Background: an optimization exercise with open tools, aiming at small area, a short achievable clock period and few clock cycles per item. Do not read the settings as production practice. The RTL was checked by simulation tests, not by an equivalence proof against the original design. Power is estimated from default activity; no workload was simulated.

File: flow/run.sh
#!/bin/bash
# Layout flow: the standard ORFS flow (standard synthesis included), with
#  - the port buffers inserted at placement made buf_4 cells instead of the
#    default pick, and
#  - clock tree synthesis without dummy load cells, and with sink clusters
#    of up to 30 registers within 80 um.
# Each tool's output goes to the ORFS logs under orfs/logs/; make's own output
# is kept in flow_make.log.
set -euo pipefail
export BUFFER_PORTS_ARGS="-buffer_cell sky130_fd_sc_hd__buf_4"
export CTS_ARGS="-sink_clustering_enable -repair_clock_nets -dont_use_dummy_load -sink_clustering_size 30 -sink_clustering_max_diameter 80"
bash standard.sh > flow_make.log 2>&1
File: standard.sh
#!/bin/bash
# synth_recipe.tcl (not shown) runs the flow's synth.tcl, then flattens the netlist and writes it again
# the make line also repeats each setting of config.mk as NAME=value (left out here)
make -C /OpenROAD-flow-scripts/flow DESIGN_CONFIG=/design/flow/config.mk WORK_HOME=/design/flow/orfs CLKGATE_MAP_FILE= SYNTH_SCRIPT=/design/flow/synth_recipe.tcl "${@:-finish}"
File: config.mk
export PLATFORM = sky130hd
export DESIGN_NAME = eo_pktcipher
export DESIGN_NICKNAME = eo_pktcipher
export VERILOG_FILES = /design/flow/design.v
export SDC_FILE = /design/flow/constraint.sdc
export NUM_CORES = 4
export LEC_CHECK = 0
export CAP_MARGIN = 20
export CORE_MARGIN = 2
export CORE_UTILIZATION = 60
export PLACE_DENSITY = 0.72
export SLEW_MARGIN = 20
File: constraint.sdc
create_clock -name core_clock -period 15.0 [get_ports {clk}]
set_input_delay 3.0000 -clock core_clock [delete_from_list [all_inputs] [get_ports {clk}]]
set_output_delay 3.0000 -clock core_clock [all_outputs]
set_load 0.01 [all_outputs]
File: design.v
module eo_pktcipher (
    input  wire       clk,
    input  wire       rst,
    input  wire       start,
    input  wire       dec,
    input  wire [7:0] key,
    input  wire [6:0] len,
    output wire       ready,
    input  wire       in_valid,
    input  wire [7:0] in_byte,
    output wire       in_ready,
    output reg        out_valid,
    output reg  [7:0] out_byte
);
    function [14:0] keytab;
        input [6:0] h;
        begin
            case (h)
            7'd0: keytab = {7'd0, 8'd255};
            7'd1: keytab = {7'd85, 8'd85};
            7'd2: keytab = {7'd102, 8'd51};
            7'd3: keytab = {7'd91, 8'd36};
            7'd4: keytab = {7'd28, 8'd28};
            7'd5: keytab = {7'd81, 8'd23};
            7'd6: keytab = {7'd98, 8'd19};
            7'd7: keytab = {7'd119, 8'd17};
            7'd8: keytab = {7'd120, 8'd15};
            7'd9: keytab = {7'd13, 8'd13};
            7'd10: keytab = {7'd30, 8'd12};
            7'd11: keytab = {7'd83, 8'd11};
            7'd12: keytab = {7'd20, 8'd10};
            7'd13: keytab = {7'd9, 8'd9};
            7'd14: keytab = {7'd26, 8'd8};
            7'd15: keytab = {7'd111, 8'd8};
            7'd16: keytab = {7'd112, 8'd7};
            7'd17: keytab = {7'd69, 8'd7};
            7'd18: keytab = {7'd86, 8'd6};
            7'd19: keytab = {7'd75, 8'd6};
            7'd20: keytab = {7'd12, 8'd6};
            7'd21: keytab = {7'd65, 8'd5};
            7'd22: keytab = {7'd82, 8'd5};
            7'd23: keytab = {7'd103, 8'd5};
            7'd24: keytab = {7'd104, 8'd5};
            7'd25: keytab = {7'd125, 8'd5};
            7'd26: keytab = {7'd14, 8'd4};
            7'd27: keytab = {7'd67, 8'd4};
            7'd28: keytab = {7'd4, 8'd4};
            7'd29: keytab = {7'd121, 8'd4};
            7'd30: keytab = {7'd10, 8'd4};
            7'd31: keytab = {7'd95, 8'd4};
            7'd32: keytab = {7'd96, 8'd3};
            7'd33: keytab = {7'd53, 8'd3};
            7'd34: keytab = {7'd70, 8'd3};
            7'd35: keytab = {7'd59, 8'd3};
            7'd36: keytab = {7'd124, 8'd3};
            7'd37: keytab = {7'd49, 8'd3};
            7'd38: keytab = {7'd66, 8'd3};
            7'd39: keytab = {7'd87, 8'd3};
            7'd40: keytab = {7'd88, 8'd3};
            7'd41: keytab = {7'd109, 8'd3};
            7'd42: keytab = {7'd126, 8'd3};
            7'd43: keytab = {7'd51, 8'd2};
            7'd44: keytab = {7'd116, 8'd2};
            7'd45: keytab = {7'd105, 8'd2};
            7'd46: keytab = {7'd122, 8'd2};
            7'd47: keytab = {7'd79, 8'd2};
            7'd48: keytab = {7'd80, 8'd2};
            7'd49: keytab = {7'd37, 8'd2};
            7'd50: keytab = {7'd54, 8'd2};
            7'd51: keytab = {7'd43, 8'd2};
            7'd52: keytab = {7'd108, 8'd2};
            7'd53: keytab = {7'd33, 8'd2};
            7'd54: keytab = {7'd50, 8'd2};
            7'd55: keytab = {7'd71, 8'd2};
            7'd56: keytab = {7'd72, 8'd2};
            7'd57: keytab = {7'd93, 8'd2};
            7'd58: keytab = {7'd110, 8'd2};
            7'd59: keytab = {7'd35, 8'd2};
            7'd60: keytab = {7'd100, 8'd2};
            7'd61: keytab = {7'd89, 8'd2};
            7'd62: keytab = {7'd106, 8'd2};
            7'd63: keytab = {7'd63, 8'd2};
            7'd64: keytab = {7'd64, 8'd1};
            7'd65: keytab = {7'd21, 8'd1};
            7'd66: keytab = {7'd38, 8'd1};
            7'd67: keytab = {7'd27, 8'd1};
            7'd68: keytab = {7'd92, 8'd1};
            7'd69: keytab = {7'd17, 8'd1};
            7'd70: keytab = {7'd34, 8'd1};
            7'd71: keytab = {7'd55, 8'd1};
            7'd72: keytab = {7'd56, 8'd1};
            7'd73: keytab = {7'd77, 8'd1};
            7'd74: keytab = {7'd94, 8'd1};
            7'd75: keytab = {7'd19, 8'd1};
            7'd76: keytab = {7'd84, 8'd1};
            7'd77: keytab = {7'd73, 8'd1};
            7'd78: keytab = {7'd90, 8'd1};
            7'd79: keytab = {7'd47, 8'd1};
            7'd80: keytab = {7'd48, 8'd1};
            7'd81: keytab = {7'd5, 8'd1};
            7'd82: keytab = {7'd22, 8'd1};
            7'd83: keytab = {7'd11, 8'd1};
            7'd84: keytab = {7'd76, 8'd1};
            7'd85: keytab = {7'd1, 8'd1};
            7'd86: keytab = {7'd18, 8'd1};
            7'd87: keytab = {7'd39, 8'd1};
            7'd88: keytab = {7'd40, 8'd1};
            7'd89: keytab = {7'd61, 8'd1};
            7'd90: keytab = {7'd78, 8'd1};
            7'd91: keytab = {7'd3, 8'd1};
            7'd92: keytab = {7'd68, 8'd1};
            7'd93: keytab = {7'd57, 8'd1};
            7'd94: keytab = {7'd74, 8'd1};
            7'd95: keytab = {7'd31, 8'd1};
            7'd96: keytab = {7'd32, 8'd1};
            7'd97: keytab = {7'd117, 8'd1};
            7'd98: keytab = {7'd6, 8'd1};
            7'd99: keytab = {7'd123, 8'd1};
            7'd100: keytab = {7'd60, 8'd1};
            7'd101: keytab = {7'd113, 8'd1};
            7'd102: keytab = {7'd2, 8'd1};
            7'd103: keytab = {7'd23, 8'd1};
            7'd104: keytab = {7'd24, 8'd1};
            7'd105: keytab = {7'd45, 8'd1};
            7'd106: keytab = {7'd62, 8'd1};
            7'd107: keytab = {7'd115, 8'd1};
            7'd108: keytab = {7'd52, 8'd1};
            7'd109: keytab = {7'd41, 8'd1};
            7'd110: keytab = {7'd58, 8'd1};
            7'd111: keytab = {7'd15, 8'd1};
            7'd112: keytab = {7'd16, 8'd1};
            7'd113: keytab = {7'd101, 8'd1};
            7'd114: keytab = {7'd118, 8'd1};
            7'd115: keytab = {7'd107, 8'd1};
            7'd116: keytab = {7'd44, 8'd1};
            7'd117: keytab = {7'd97, 8'd1};
            7'd118: keytab = {7'd114, 8'd1};
            7'd119: keytab = {7'd7, 8'd1};
            7'd120: keytab = {7'd8, 8'd1};
            7'd121: keytab = {7'd29, 8'd1};
            7'd122: keytab = {7'd46, 8'd1};
            7'd123: keytab = {7'd99, 8'd1};
            7'd124: keytab = {7'd36, 8'd1};
            7'd125: keytab = {7'd25, 8'd1};
            7'd126: keytab = {7'd42, 8'd1};
            7'd127: keytab = {7'd127, 8'd1};
            endcase
        end
    endfunction
    function [3:0] ffs8;
        input [7:0] v;
        begin
            ffs8[3] = |v;
            ffs8[2] = ~|v[3:0];
            ffs8[1] = ffs8[2] ? ~|v[5:4] : ~|v[1:0];
            ffs8[0] = ffs8[2] ? (ffs8[1] ? ~v[6] : ~v[4]) : (ffs8[1] ? ~v[2] : ~v[0]);
        end
    endfunction
    function [3:0] fls8;
        input [7:0] v;
        begin
            fls8[3] = |v;
            fls8[2] = |v[7:4];
            fls8[1] = fls8[2] ? |v[7:6] : |v[3:2];
            fls8[0] = fls8[2] ? (fls8[1] ? v[7] : v[5]) : (fls8[1] ? v[3] : v[1]);
        end
    endfunction
    function [7:0] abv8;         
        input [2:0] i;
        abv8 = 8'hFE << i;
    endfunction
    function [7:0] blw8;         
        input [2:0] i;
        blw8 = ~(8'hFF << i);
    endfunction
    function [7:0] dec8;
        input [2:0] i;
        dec8 = 8'h01 << i;
    endfunction
    function [7:0] grp;          
        input [63:0] z;
        input [2:0]  g;
        case (g)
            3'd0:    grp = z[7:0];
            3'd1:    grp = z[15:8];
            3'd2:    grp = z[23:16];
            3'd3:    grp = z[31:24];
            3'd4:    grp = z[39:32];
            3'd5:    grp = z[47:40];
            3'd6:    grp = z[55:48];
            default: grp = z[63:56];
        endcase
    endfunction
    function [7:0] search1;
        input        up;
        input [63:0] z;
        input [5:0]  p;
        input [5:0]  m;
        reg   [7:0]  any, zg, near, fwd, bwd;
        reg   [2:0]  gp, po, gs;
        reg   [3:0]  t0, t1, t2;
        integer      i;
        begin
            gp = p[5:3];
            po = p[2:0];
            for (i = 0; i < 8; i = i + 1)
                any[i] = (|z[8*i +: 8]) | (m[5:3] == i);
            zg   = grp(z, gp) | (m[5:3] == gp ? dec8(m[2:0]) : 8'd0);
            near = zg & (up ? abv8(po) : blw8(po));
            fwd  = any & (up ? abv8(gp) : blw8(gp));
            bwd  = any & (up ? blw8(gp) : abv8(gp));
            t0 = up ? ffs8(near) : fls8(near);
            t1 = up ? ffs8(fwd)  : fls8(fwd);
            t2 = up ? ffs8(bwd)  : fls8(bwd);
            gs = t1[3] ? t1[2:0] : t2[3] ? t2[2:0] : gp;
            search1 = {t0, gs, (m[5:3] == gs)};
        end
    endfunction
    reg [7:0]  mem [0:63];
    reg [63:0] flg;
    reg       rst_q;
    reg       ready_r, in_ready_r;
    reg       ready_n, in_ready_n;   
    reg       ready_d, in_ready_d;
    reg       acc_q, xv_q;
    reg [7:0] key_q, byte_q;
    reg [6:0] len_q;
    reg       dec_q;
    assign ready    = ready_r;
    assign in_ready = in_ready_r;
    reg        ld_v;             
    reg [6:0]  ld_base, ld_n, ld_cnt;
    reg        ld_dec, ld_byp, ld_b0ff;
    reg [6:0]  wptr;             
    reg [6:0]  p_inv;
    reg [2:0]  p_t;
    reg [7:0]  p_lim;
    reg        p_knz;
    reg        pd_v;
    reg [6:0]  pd_base, pd_n;
    reg        pd_dec, pd_byp;
    reg [6:0]  o_rem, o_plo;
    reg [5:0]  o_phi;
    reg        o_tog, o_inter, o_swap;
    reg [6:0]  o_end;
    reg [5:0]  o_bm1;
    reg [6:0]  fp;               
    wire [6:0] b_eff   = acc_q ? wptr  : ld_base;
    wire [6:0] n_eff   = acc_q ? len_q : ld_n;
    wire       dec_eff = acc_q ? dec_q : ld_dec;
    wire [6:0] t_eff   = acc_q ? 7'd0  : (ld_cnt + {6'd0, xv_q});    
    wire [6:0] rem     = n_eff - t_eff;                              
    wire       rem_gt1 = (rem > 7'd1);
    wire       rem_gt0 = (rem != 7'd0);
    reg  [6:0] rb;
    wire [6:0] wfp     = wptr - fp;
    wire [6:0] s_cur   = rb + t_eff;
    wire [6:0] s_end   = rb + n_eff - 7'd1;
    wire       ok_cur  = dec_eff ? (t_eff == 7'd0 ? !rb[6] : !s_end[6]) : !s_cur[6];
    wire       ok_nxt  = dec_eff ? !s_end[6] : !s_cur[6] && (s_cur[5:0] != 6'h3f);
    wire       ok_new  = !wfp[6];
    wire       ld_done = ld_v && (ld_cnt == ld_n);
    wire       pop     = pd_v && (o_rem == 7'd0);
    wire       ld_mv   = ld_done && (!pd_v || pop);
    wire       ld_v_d  = acc_q || (ld_v && !ld_mv);
    wire       pd_v_d  = ld_mv || (pd_v && !pop);
    wire       room    = !(ld_v_d && pd_v_d) && !rst_q;
    wire       acc_now  = start && !ready_n;
    wire       xfer_now = in_valid && !in_ready_n;
    always @(posedge clk) begin
        key_q  <= key;
        len_q  <= len;
        dec_q  <= dec;
        byte_q <= in_byte;
        rst_q  <= rst;
        rb     <= acc_now ? wfp : b_eff - fp;
        ready_r    <= ready_d;
        ready_n    <= !ready_d;
        in_ready_r <= in_ready_d;
        in_ready_n <= !in_ready_d;
        if (rst) begin
            acc_q      <= 1'b0;
            xv_q       <= 1'b0;
        end else begin
            acc_q <= acc_now;
            xv_q  <= xfer_now;
        end
    end
    always @* begin
        if (rst) begin
            ready_d    = 1'b1;
            in_ready_d = 1'b0;
        end else begin
            if (acc_now)
                in_ready_d = ok_new && !rst_q;
            else if (xfer_now)
                in_ready_d = rem_gt1 && ok_nxt;
            else
                in_ready_d = rem_gt0 && ok_cur && !rst_q;
            ready_d = !acc_now && room && !rem_gt1 && !(rem_gt0 && !xfer_now);
        end
    end
    wire [5:0] whalf  = ld_cnt[6:1];
    wire [5:0] woff   = !ld_dec ? ld_cnt[5:0] :
                        ld_cnt[0] ? ld_n[5:0] - 6'd1 - whalf : whalf;
    wire [5:0] wslot  = ld_base[5:0] + woff;
    wire [7:0] bx     = byte_q ^ {ld_dec, 7'd0};
    wire [7:0] prod   = bx * {p_inv, 1'b1};
    wire [7:0] kodd = key_q[0] ? key_q :
                      key_q[1] ? {1'd0, key_q[7:1]} :
                      key_q[2] ? {2'd0, key_q[7:2]} :
                      key_q[3] ? {3'd0, key_q[7:3]} :
                      key_q[4] ? {4'd0, key_q[7:4]} :
                      key_q[5] ? {5'd0, key_q[7:5]} :
                      key_q[6] ? {6'd0, key_q[7:6]} : {7'd0, key_q[7]};
    wire [2:0] kt   = key_q[0] ? 3'd0 : key_q[1] ? 3'd1 : key_q[2] ? 3'd2 :
                      key_q[3] ? 3'd3 : key_q[4] ? 3'd4 : key_q[5] ? 3'd5 :
                      key_q[6] ? 3'd6 : 3'd7;
    wire [7:0] p_tm = ~(8'hFF << p_t);       
    wire [14:0] ktab = keytab(kodd[7:1]);
    reg        w2_v, w2_lz;
    reg [5:0]  w2_slot;
    reg [7:0]  w2_byte, w2_prod;
    always @(posedge clk) begin
        if (acc_q) begin
            p_inv <= ktab[14:8];
            p_lim <= ktab[7:0];
            p_t   <= kt;
            p_knz <= |key_q;
        end
        w2_slot <= wslot;
        w2_byte <= byte_q;
        w2_prod <= prod;
        w2_lz   <= p_knz && ((bx & p_tm) == 8'd0);
        if (w2_v) begin
            mem[w2_slot] <= w2_byte;
            flg[w2_slot] <= w2_lz && (w2_prod <= p_lim);
        end
        if (rst_q) begin
            w2_v    <= 1'b0;
            ld_v    <= 1'b0;
            ld_n    <= 7'd0;
            ld_cnt  <= 7'd0;
            wptr    <= 7'd0;
            pd_v    <= 1'b0;
        end else begin
            w2_v <= xv_q;
            if (acc_q) begin
                ld_base <= wptr;
                ld_n    <= len_q;
                ld_dec  <= dec_q;
                ld_cnt  <= 7'd0;
                ld_byp  <= (len_q <= 7'd2);
                wptr    <= wptr + len_q;
            end else if (xv_q) begin
                ld_cnt <= ld_cnt + 7'd1;
                if (ld_cnt == 7'd0)
                    ld_b0ff <= (byte_q == 8'hFF);
                if (ld_cnt == 7'd1 && ld_b0ff && byte_q == 8'hFF)
                    ld_byp <= 1'b1;
            end
            ld_v <= ld_v_d;
            pd_v <= pd_v_d;
            if (ld_mv) begin
                pd_base <= ld_base;
                pd_n    <= ld_n;
                pd_dec  <= ld_dec;
                pd_byp  <= ld_byp;
            end
        end
    end
    reg        s1_v;
    reg [5:0]  s1_p;
    wire       o_hi   = o_inter && o_tog;
    wire       o_idle = (o_rem == 7'd0);
    wire       flo = o_swap && flg[o_plo[5:0]];
    always @(posedge clk) begin
        if (rst_q)
            fp <= 7'd0;
        else if (!o_idle) begin
            if (o_rem == 7'd1)
                fp <= o_end;
            else if (!o_hi && !flo)
                fp <= o_plo;
        end else if (pop && pd_n == 7'd1)
            fp <= pd_base + 7'd1;
        if (rst_q) begin
            o_rem <= 7'd0;
            s1_v  <= 1'b0;
        end else if (!o_idle) begin
            s1_v    <= 1'b1;
            s1_p    <= o_hi ? o_phi : o_plo[5:0];
            if (o_hi)
                o_phi <= o_phi - 6'd1;
            else
                o_plo <= o_plo + 7'd1;
            o_tog <= o_tog ^ o_inter;
            o_rem <= o_rem - 7'd1;
        end else if (pop) begin
            s1_v    <= 1'b1;
            s1_p    <= pd_base[5:0];
            o_rem   <= pd_n - 7'd1;
            o_plo   <= pd_base + 7'd1;
            o_phi   <= pd_base[5:0] + pd_n[5:0] - 6'd1;
            o_inter <= (pd_dec == pd_byp);
            o_tog   <= (pd_dec == pd_byp);
            o_swap  <= !pd_byp;
            o_end   <= pd_base + pd_n;
            o_bm1   <= pd_base[5:0] - 6'd1;
        end else begin
            s1_v <= 1'b0;
        end
    end
    wire [5:0] p1     = s1_p;
    wire [7:0] su     = search1(1'b1, ~flg, p1, o_end[5:0]);
    wire [7:0] sd     = search1(1'b0, ~flg, p1, o_bm1);
    reg        s2_v, s2_swp, s2_flip;
    reg [5:0]  s2_p;
    reg [7:0]  s2_su, s2_sd;
    reg [2:0]  s2_mu, s2_md;
    always @(posedge clk) begin
        s2_p    <= p1;
        s2_swp  <= o_swap && flg[p1];
        s2_flip <= o_swap;
        s2_su   <= su;
        s2_sd   <= sd;
        s2_mu   <= o_end[2:0];
        s2_md   <= o_bm1[2:0];
        if (rst_q)
            s2_v <= 1'b0;
        else
            s2_v <= s1_v;
    end
    wire [7:0] zu  = grp(~flg, s2_su[3:1]) | (s2_su[0] ? dec8(s2_mu) : 8'd0);
    wire [7:0] zd  = grp(~flg, s2_sd[3:1]) | (s2_sd[0] ? dec8(s2_md) : 8'd0);
    wire [3:0] fu  = ffs8(zu);
    wire [3:0] fd  = fls8(zd);
    wire [5:0] xu  = s2_su[7] ? {s2_p[5:3], s2_su[6:4]} : {s2_su[3:1], fu[2:0]};
    wire [5:0] xd  = s2_sd[7] ? {s2_p[5:3], s2_sd[6:4]} : {s2_sd[3:1], fd[2:0]};
    reg        s3_v, s3_swp, s3_flip;
    reg [5:0]  s3_p, s3_xu, s3_xd;
    always @(posedge clk) begin
        s3_p    <= s2_p;
        s3_xu   <= xu;
        s3_xd   <= xd;
        s3_swp  <= s2_swp;
        s3_flip <= s2_flip;
        if (rst_q)
            s3_v <= 1'b0;
        else
            s3_v <= s2_v;
    end
    reg        s4_v, s4_flip;
    reg [5:0]  s4_rd;            
    wire [5:0] rd3 = s3_swp ? (s3_xu + s3_xd - s3_p) : s3_p;
    always @(posedge clk) begin
        s4_rd   <= rd3;
        s4_flip <= s3_flip;
        if (rst_q)
            s4_v <= 1'b0;
        else
            s4_v <= s3_v;
    end
    reg  [7:0] rd;
    integer    ri;
    always @* begin
        rd = 8'd0;
        for (ri = 0; ri < 64; ri = ri + 1)
            rd = rd | (mem[ri] & {8{s4_rd == ri[5:0]}});
    end
    reg  [7:0] s5_byte;
    reg        s5_v;
    always @(posedge clk) begin
        s5_byte      <= rd ^ {s4_flip, 7'd0};
        s5_v         <= s4_v && !rst && !rst_q;
        out_byte     <= s5_byte;
        out_valid    <= s5_v && !rst;
    end
endmodule
==> results of run 1 <==
## final cells by class
type	instances	area, sq um	area share
Multi-Input combinational cell	1981	14630	0.3526
Tap cell	855	1070	0.02578
Antenna cell	1	2.502	0.00006031
Inverter	157	589.3	0.01420
Timing Repair Buffer	129	965.9	0.02328
Sequential cell	833	23260	0.5605
Clock buffer	39	975.9	0.02352
## layer usage
metal  share of wire  track usage  vias up
met5         0.00022            0        -
met4           0.047       0.1426        4
met3            0.13      0.08998      331
met2            0.45       0.5815     1975
met1            0.37       0.5061    13577
li1                -            -    11862
## Yosys cell counts, types with 85 or more instances
library cell,number,area share
sky130_fd_sc_hd__ha_1,118,0.038
sky130_fd_sc_hd__dfxtp_1,177,0.091
sky130_fd_sc_hd__a22o_1,85,0.019
sky130_fd_sc_hd__o21ai_0,167,0.022
sky130_fd_sc_hd__nor2_1,287,0.028
sky130_fd_sc_hd__a21oi_1,110,0.014
sky130_fd_sc_hd__a22oi_1,93,0.018
sky130_fd_sc_hd__a221oi_1,92,0.021
sky130_fd_sc_hd__edfxtp_1,656,0.51
sky130_fd_sc_hd__nand2_1,159,0.015
sky130_fd_sc_hd__xnor2_1,94,0.021
sky130_fd_sc_hd__inv_1,156,0.015
## logic make-up after synthesis
group / share of synthesized area
fa+ha+maj: 0.05138
mux: 0.06201
simple gates: 0.09791
compound gates: 0.1321
xor+xnor: 0.03133
buf+inv: 0.02724
flops: 0.5981
## through the flow
step | cell area (sq um) | power (mW) | hold WS (ns) | cells | utilization
2_1_floorplan | 38860 | 4.450 | 0.3096 | 3086 | -
3_3_place_gp | 40440 | 5.086 | 0.3106 | 3952 | 0.6296
4_1_cts | 41450 | 6.246 | 0.3257 | 3992 | 0.6453
6_report | 41490 | 6.304 | 0.3258 | 3995 | 0.6460
3_5_place_dp | 40470 | 5.133 | 0.3121 | 3953 | 0.6301
5_1_grt | 41490 | 6.575 | 0.3327 | 3994 | 0.6459
## registers in the layout, summed over array words and instances (netlist names), 8 cells and up
name / cells
mem: 512
flg: 64
byte_q: 8
key_q: 8
out_byte: 8
p_lim: 8
s2_sd: 8
s2_su: 8
s5_byte: 8
w2_prod: 8
## power groups by stage
stage          clock [mW]  sequential (mW)  combinational, mW
2_1_floorplan           0             2.85               1.60
3_3_place_gp            0             2.95               2.14
3_5_place_dp            0             2.96               2.17
4_1_cts              1.15             2.91               2.19
5_1_grt              1.23             2.93               2.41
6_report             1.15             2.91               2.24
## final timing paths
kind                    start     endpoint  slack [ns]
setup / recovery  out_byte[2]  out_byte[2]       10.91
hold / removal        s2_p[1]      s3_p[1]        0.33
setup reg to reg     s4_rd[4]   s5_byte[7]       11.38
hold reg to reg       s2_p[1]      s3_p[1]        0.33
## worst reg2reg max path, cell delays in order (launching register included)
cell and delay (ns):
sky130_fd_sc_hd__dfxtp_1 0.34, sky130_fd_sc_hd__nand2_1 0.49, sky130_fd_sc_hd__nor2_1 0.32, sky130_fd_sc_hd__buf_4 0.25, sky130_fd_sc_hd__a221oi_1 0.91, sky130_fd_sc_hd__nand4_1 0.29, sky130_fd_sc_hd__nor4_1 0.76, sky130_fd_sc_hd__xnor2_1 0.14
==> flow_results.org, run 1 <==
** Clocking
- CTS tree :: done
- Clock slew at reported path FFs :: 0.11 ns
- Buffers added to address setup during post-CTS repair amount to 0.
- CTS HTree Levels :: 2
- Sink Count :: 833
- Insertion delay to the later sink of the worst-skew pair :: 0.63 ns
- Once the clock tree was built, the resizer swapped 0 gates to a different size.
- The tree is rooted in a sky130_fd_sc_hd__clkbuf_16.
- CTS max path bufs :: 3
- For this design, the CTS-stage hold fixing added 0 buffers.
- Cts bufs inserted :: 39

** GRT
- Gr usage total :: 0.3715
- The total overflow left after global routing is 0.
- The number of antenna violations at the first check in global routing is 6.
- Number of global-route vias before repair :: 26345
- Entering global routing, the biggest net connects 70 pins.
- Global-route wire length before repair :: 179500 um

** Setup path
- The worst setup path is captured at an output port.
- R2r worst-path depth :: 7
- WS Path Type :: register to output port
- Data on the critical path arrives at its endpoint at 1.09 ns.
- Together, buffers and inverters on the worst path number 1.
- Traced cell by cell, the critical path runs through buf_4.
- STA classifies the critical path startpoint as a register.
- At the worst endpoint, the required time is 12.00 ns.
- In this design, the stage delay of the slowest critical-path cell is 0.33 ns.
- Grouping stages by cell kind, the critical path spends the most delay in flip-flops.
- In this run the number of cells on the critical path is 1.
- Slowest CP cell :: sky130_fd_sc_hd__dfxtp_1
- Largest fanout on the critical path :: 1

** Drt
- The routed design has 124500 um of wire.
- Number of nets with antenna violations after routing :: 0
- Via count :: 27749
- Before antenna repair, the detailed router went through 7 iterations.
- Mean number of vias per cell :: 6.946
- Wire length per cell after detailed routing :: 31.16 um
- For this run, design rule violations remaining after detail routing come to 0.
- DR iter-0 viols :: 4853

** Logic synthesis
- Share of synthesized area occupied by flip-flops and latches :: 0.5981
- Number of synthesized register bits :: 833
- Gate count after technology mapping :: 3086
- Mapped Area :: 38860 sq um
- In the synthesized netlist the async set-or-reset flop fraction comes to 0.
- Number of distinct library cell variants in the gate-level netlist after synthesis :: 77
- Leading register cell type out of synthesis :: sky130_fd_sc_hd__edfxtp_1
- Syn_nets :: 3258
- Count of flip-flops with a built-in enable after synthesis :: 656
- Synth warnings :: 1
- Average cell area after synthesis :: 12.59 sq um

** Timing
- Highest Clock Rate :: 0.2442 GHz
- For the final database, setup skew stands at 0.08891 ns.
- For the finished layout, the period the worst path requires is 4.095 ns.
- Max-slew violation count :: 0
- Count of final hold-check violations :: 0
- Final clock period utilization by the worst path :: 0.2730
- The worst path meets setup with 10.91 ns of slack.
- For the final routed database, the setup TNS stands at 0 ns.
- At the pin with the least slew margin, the transition time is 1.280 ns.
- Setup repair after global routing missed its margin :: no
- The worst pin sits at a relative slew slack of 0.1433.
- Count of endpoints failing setup in the final report :: 0

** Die
- For this configuration, the core starts out at a cell density of 0.6050.
- In this run the count of I/O pins placed on the die edge is 39.
- Total die area :: 66820 sq um
- Measured along the x axis, the die boundary spans 258.5 um.
- The floorplan has 93 rows.
- The die is 258.5 um tall.
- After floorplanning, the core was sized to cover 64230 sq um.

** Layout
- The area growth from synthesis to layout is 6.764%.
- The filler cells instantiated in the layout total 4871.
- Ratio of cells with drive above 1 in the final layout :: 0.09748
- For this run, the post-layout net count is 3313.
- In the layout the commonest cells are sky130_fd_sc_hd__edfxtp_1, sky130_fd_sc_hd__nor2_1, sky130_fd_sc_hd__o21ai_0, sky130_fd_sc_hd__dfxtp_1, sky130_fd_sc_hd__nand2_1.
- The library cell used most frequently in the layout, excluding fill and tap cells, is sky130_fd_sc_hd__edfxtp_1.

** Pwr
- IR analysis of the VDD net gives a maximum drop of 0.1486 mV.
- Net switching power :: 2.241 mW
- Part of the power in combinational logic :: 0.355
- In this run the static leakage power is 14.49 nW.
- Of the total power, the share spent switching nets is 0.3555.
- Share of power burned in the clock network :: 0.183
- The share of total power dissipated in sequential elements is 0.462.
- Cell Pwr Density :: 151.9 nW/um^2
- Cell internal power was estimated by the tool at 4.063 mW.

** Worst hold path
- The worst hold path belongs to the class register to register.
- Cell depth of the worst min-delay path :: 0

** Placed design
- Placed wire-length estimate after detailed placement :: 86950 um
- Setup slack at placement :: 10.66 ns
- At the end of routability-driven placement, the weighted congestion stood at 1.023.
- During placement, the flow inserted port buffers numbering 38.

** Outcome
- Result of the run :: timing/DRC/antenna clean

** Job
- Max-cap violations in this run came to 0.
Testbench counts, summed over its fixed seeds: cycles 45,969, bytes 34,425.
==> run 2: changes to the inputs <==
==> flow/run.sh (replaced) <==
#!/bin/bash
# Layout flow: the standard ORFS flow (standard synthesis included), with
#  - the port buffers inserted at placement made buf_4 cells instead of the
#    default pick, and
#  - clock tree synthesis without dummy load cells, and with sink clusters
#    of up to 25 registers within 70 um.
# Each tool's output goes to the ORFS logs under orfs/logs/; make's own output
# is kept in flow_make.log.
set -euo pipefail
export BUFFER_PORTS_ARGS="-buffer_cell sky130_fd_sc_hd__buf_4"
export CTS_ARGS="-sink_clustering_enable -repair_clock_nets -dont_use_dummy_load -sink_clustering_size 25 -sink_clustering_max_diameter 70"
bash standard.sh > flow_make.log 2>&1
==> flow_results.org, run 2 <==
** Outcome
- Result of the run :: timing/DRC/antenna clean

** Layout
- The largest registers in the layout are mem x512, flg x64.
- The share of the core filled with cells is 0.6499 (+0.003935).
- The number of flip-flops under the largest register name came to 512 (unchanged).
- Top library cells by usage in the layout, fill and taps aside :: sky130_fd_sc_hd__edfxtp_1, sky130_fd_sc_hd__nor2_1, sky130_fd_sc_hd__o21ai_0, sky130_fd_sc_hd__dfxtp_1, sky130_fd_sc_hd__nand2_1
- Relative to the synthesized area, the layout overhead comes to 7.415%.
- Final-stage net count :: 3323 (+0.30%)
- The final instance area came to 41740 sq um (+0.61%).
- Ratio of cells with drive above 1 in the final layout :: 0.1007 (+0.003184)
- Count of placed standard cells in the final layout, fillers left out :: 4005 (+0.25%)
- More flip-flops sit in one register than any other, and that register is mem.
- The fill cell total of the finished layout is 4855 (-0.33%).
- Leaving out fill and tap cells, the most frequent cell in the layout is sky130_fd_sc_hd__edfxtp_1.

** Logic synthesis
- Gate count after technology mapping :: 3086 (unchanged)
- Average cell area after synthesis :: 12.59 sq um (unchanged)
- The top cell type's share of synthesized area was 0.5069 (unchanged).
- Synth area leader :: sky130_fd_sc_hd__edfxtp_1
- Most frequent cell after synthesis :: sky130_fd_sc_hd__edfxtp_1
- Leading register cell type out of synthesis :: sky130_fd_sc_hd__edfxtp_1
- The share of synthesized area occupied by flip-flops and latches was 0.5981 (unchanged).
- The number of enable flip-flop cells after synthesis is 656 (unchanged).
- The number of warnings issued by yosys was 1 (unchanged).
- Proportion of register bits with asynchronous set or reset after synthesis :: 0 (unchanged)
- Number of distinct library cell variants in the gate-level netlist after synthesis :: 77 (unchanged)
- The commonest cells after synthesis are sky130_fd_sc_hd__edfxtp_1, sky130_fd_sc_hd__nor2_1, sky130_fd_sc_hd__dfxtp_1, sky130_fd_sc_hd__o21ai_0, sky130_fd_sc_hd__nand2_1.
- The total nets after synthesis is 3258 (unchanged).
- Largest cells by area after synthesis :: sky130_fd_sc_hd__edfxtp_1, sky130_fd_sc_hd__dfxtp_1, sky130_fd_sc_hd__ha_1
- The post-synthesis sequential element count came to 833 (unchanged).
- The netlist area before placement was 38860 sq um (unchanged).

** Drt
- The DRC violations left was 0 (unchanged).
- The post-route antenna net violation count was 0 (unchanged).
- Wire length reported by the detailed router :: 124700 um (+0.19%)
- Total iterations of the first detailed-routing run :: 8 (+1)
- The number of DRC markers after the initial detailed-route iteration was 4947 (+1.9%).
- The detailed-route wire length per cell came to 31.14 um (about the same).
- The via density per instance was 6.917 (-0.42%).
- The routed via count was 27702 (-0.17%).

** GRT
- The pin count of the biggest net entering global routing is 70 (unchanged).
- The via count of the first global-routing pass came to 26426 (+0.31%).
- The number of antenna violations at the first check in global routing was 3 (-3).
- Global-route wire length before repair :: 180100 um (+0.36%)
- The global route total overflow was 0 (unchanged).
- Gr usage total :: 0.3729 (+0.001465)

** Timing
- Worst slew slack as a fraction of its limit :: 0.1348 (-0.008485)
- Maximum clock skew at final layout :: 0.1124 ns (+0.02347 ns)
- Crit path time final :: 4.131 ns (+0.03590 ns)
- Max-slew violation count :: 0 (unchanged)
- The actual slew at the worst max-slew pin was 1.293 ns (+0.01268 ns).
- Final clock period utilization by the worst path :: 0.2754 (+0.002393)
- Setup repair after global routing left no endpoint under its margin.
- The final count of hold timing violations is 0 (unchanged).
- Highest Clock Rate :: 0.2421 GHz (-0.87%)
- The hold slack came to 0.3311 ns (+0.005274 ns).
- Count of endpoints failing setup in the final report :: 0 (unchanged)
- The total negative slack was 0 ns (unchanged).
- Post-route setup slack :: 10.87 ns (-0.03590 ns)

** Clocking
- The number of gates given a new drive strength after cts was 0 (unchanged).
- Hold bufs inserted after CTS :: 0 (unchanged)
- The tree is rooted in a sky130_fd_sc_hd__clkbuf_16.
- Number of buffers inserted by post-CTS setup repair :: 0 (unchanged)
- Cts bufs inserted :: 49 (+26%)
- CTS max path bufs :: 3 (unchanged)
- The number of sinks driven by the clock tree was 833 (unchanged).
- CTS tree :: done
- The insertion delay of the later-clocked pin in the worst-skew pair is 0.68 ns (+0.05 ns).
- The clock-pin slew on the worst setup and hold paths was 0.09 ns (-0.02 ns).
- CTS HTree Levels :: 2 (unchanged)

** Die
- The height of the die came to 258.5 um (unchanged).
- The effective utilization at floorplan came to 0.6050 (unchanged).
- IO Count :: 39 (unchanged)
- Core Rows :: 93 (unchanged)
- The horizontal die dimension was 258.5 um (unchanged).
- Core Region :: 64230 sq um (unchanged)
- The full die area came to 66820 sq um (unchanged).

** Job
- Count of max-cap constraint violations :: 0 (unchanged)

** Placed design
- The detailed-placement wirelength estimate was 86950 um (unchanged).
- Number of buffers inserted by port buffering :: 38 (unchanged)
- Placer Congestion :: 1.023 (unchanged)
- The total cell area at the placement stage is 40470 sq um (unchanged).
- The worst setup slack after placement was 10.66 ns (unchanged).
- Dpl cells :: 3953 (unchanged)

** Setup path
- The worst setup path is launched from a register.
- Critical Path Sink Type :: output port
- Slowest CP cell :: sky130_fd_sc_hd__dfxtp_1
- The highest cell delay on the worst timing path was 0.34 ns (about the same).
- The critical path required time is 12.00 ns (about the same).
- WS Path Type :: register to output port
- Cell chain of the critical path :: buf_4
- The critical-path maximum fanout is 1 (unchanged).
- Data arrival at the endpoint of the critical path :: 1.13 ns (+0.04 ns)
- The kind of cell with the highest combined delay along the critical path is flip-flops.
- The combined buffer and inverter count along the critical path came to 1 (unchanged).

** Pwr
- Proportion of total power due to net switching :: 0.3524 (-0.003025)
- The net load switching power came to 2.272 mW (+1.4%).
- The total design power is 6.446 mW (+2.3%).
- The sequential share of power was 0.452 (-0.010).
- Share of power burned in the clock network :: 0.201 (+0.018)
- Part of the power in combinational logic :: 0.347 (-0.008)
- The standby leakage power was 14.61 nW (+0.85%).
- Cell Pwr Density :: 154.4 nW/um^2 (+1.6%)
- Internal Pwr Total :: 4.174 mW (+2.7%)
- The largest vdd supply drop came to 0.1491 mV (+0.32%).

** Worst hold path
- Worst min path class :: register to register
## run 2: cell counts after synthesis
Identical to the previous run, type by type.
## run 2: power groups by stage
stage          registers (mW)  logic [mW]  clock network (mW)
2_1_floorplan            2.85        1.60                   0
3_3_place_gp             2.95        2.14                   0
3_5_place_dp             2.96        2.17                   0
4_1_cts                  2.91        2.19                1.30
5_1_grt                  2.93        2.42                1.38
6_report                 2.92        2.24                1.29
## run 2: cells by family (layout without fill, tap and decap cells)
logic type	Yosys count	after routing	synth area share
xor+xnor	139	139	0.03133
compound gates	736	736	0.1321
mux	168	168	0.06201
flops	833	833	0.5981
fa+ha+maj	144	144	0.05138
buf+inv	272	335	0.02724
other cells	0	1	0
simple gates	794	794	0.09791
## run 2: area by class of cell
type	count	area (sq um)	share of cell area
timing repair buffer	129	965.9	0.02314
inverter	157	589.3	0.01412
sequential	833	23260	0.5571
multi-input combinational	1981	14630	0.3505
clock buffer	49	1226	0.02937
antenna	1	2.502	0.00005995
tap	855	1070	0.02563
## run 2: final timing paths
path	from	endpoint	slack (ns)	cells past startpoint
setup / recovery	out_byte[2]	out_byte[2]	10.87	1
hold / removal	s5_byte[1]	out_byte[1]	0.33	0
setup reg to reg	p_inv[1]	w2_prod[7]	11.48	11
hold reg to reg	s5_byte[1]	out_byte[1]	0.33	0
## run 2: routing by layer
layer / wire length [um] / track usage
met4: 6225 / 0.1463
met5: 26 / 0
met3: 16410 / 0.09351
met1: 45830 / 0.5076
met2: 56220 / 0.5805

port drivers added, routing unchanged:
No port has a modelled driver above. Below, the same layouts with a new extraction and two added sets of constraints.
Step 1: set_driving_cell puts a clkbuf_16 on clk and a buf_2 on each other input, an assumption about the parent block.
Step 2, shift: input delay + t, output delay - t, t = (earliest + latest rising clock arrival at the registers) / 2. This alone moves slack from input paths to output paths.
a / b / c = ideal / step 1 / step 2; a / b = the first two.
run | t (ns) | setup WS [ns] | slew at the worst register clock pin (ns) | worst data-port slew with drivers (ns) | cell pins on the clock port's net
run 1 | 0.651 | 10.905 / 10.837 / 10.648 | 0.11 / 0.11 | 0.06 | 1
run 2 | 0.688 | 10.869 / 10.803 / 10.625 | 0.10 / 0.10 | 0.06 | 1
After both steps setup and hold are still met in every run listed. For run 1, which loses most, drivers alone change the setup slack by -0.068 ns; drivers and shift together by -0.257 ns.
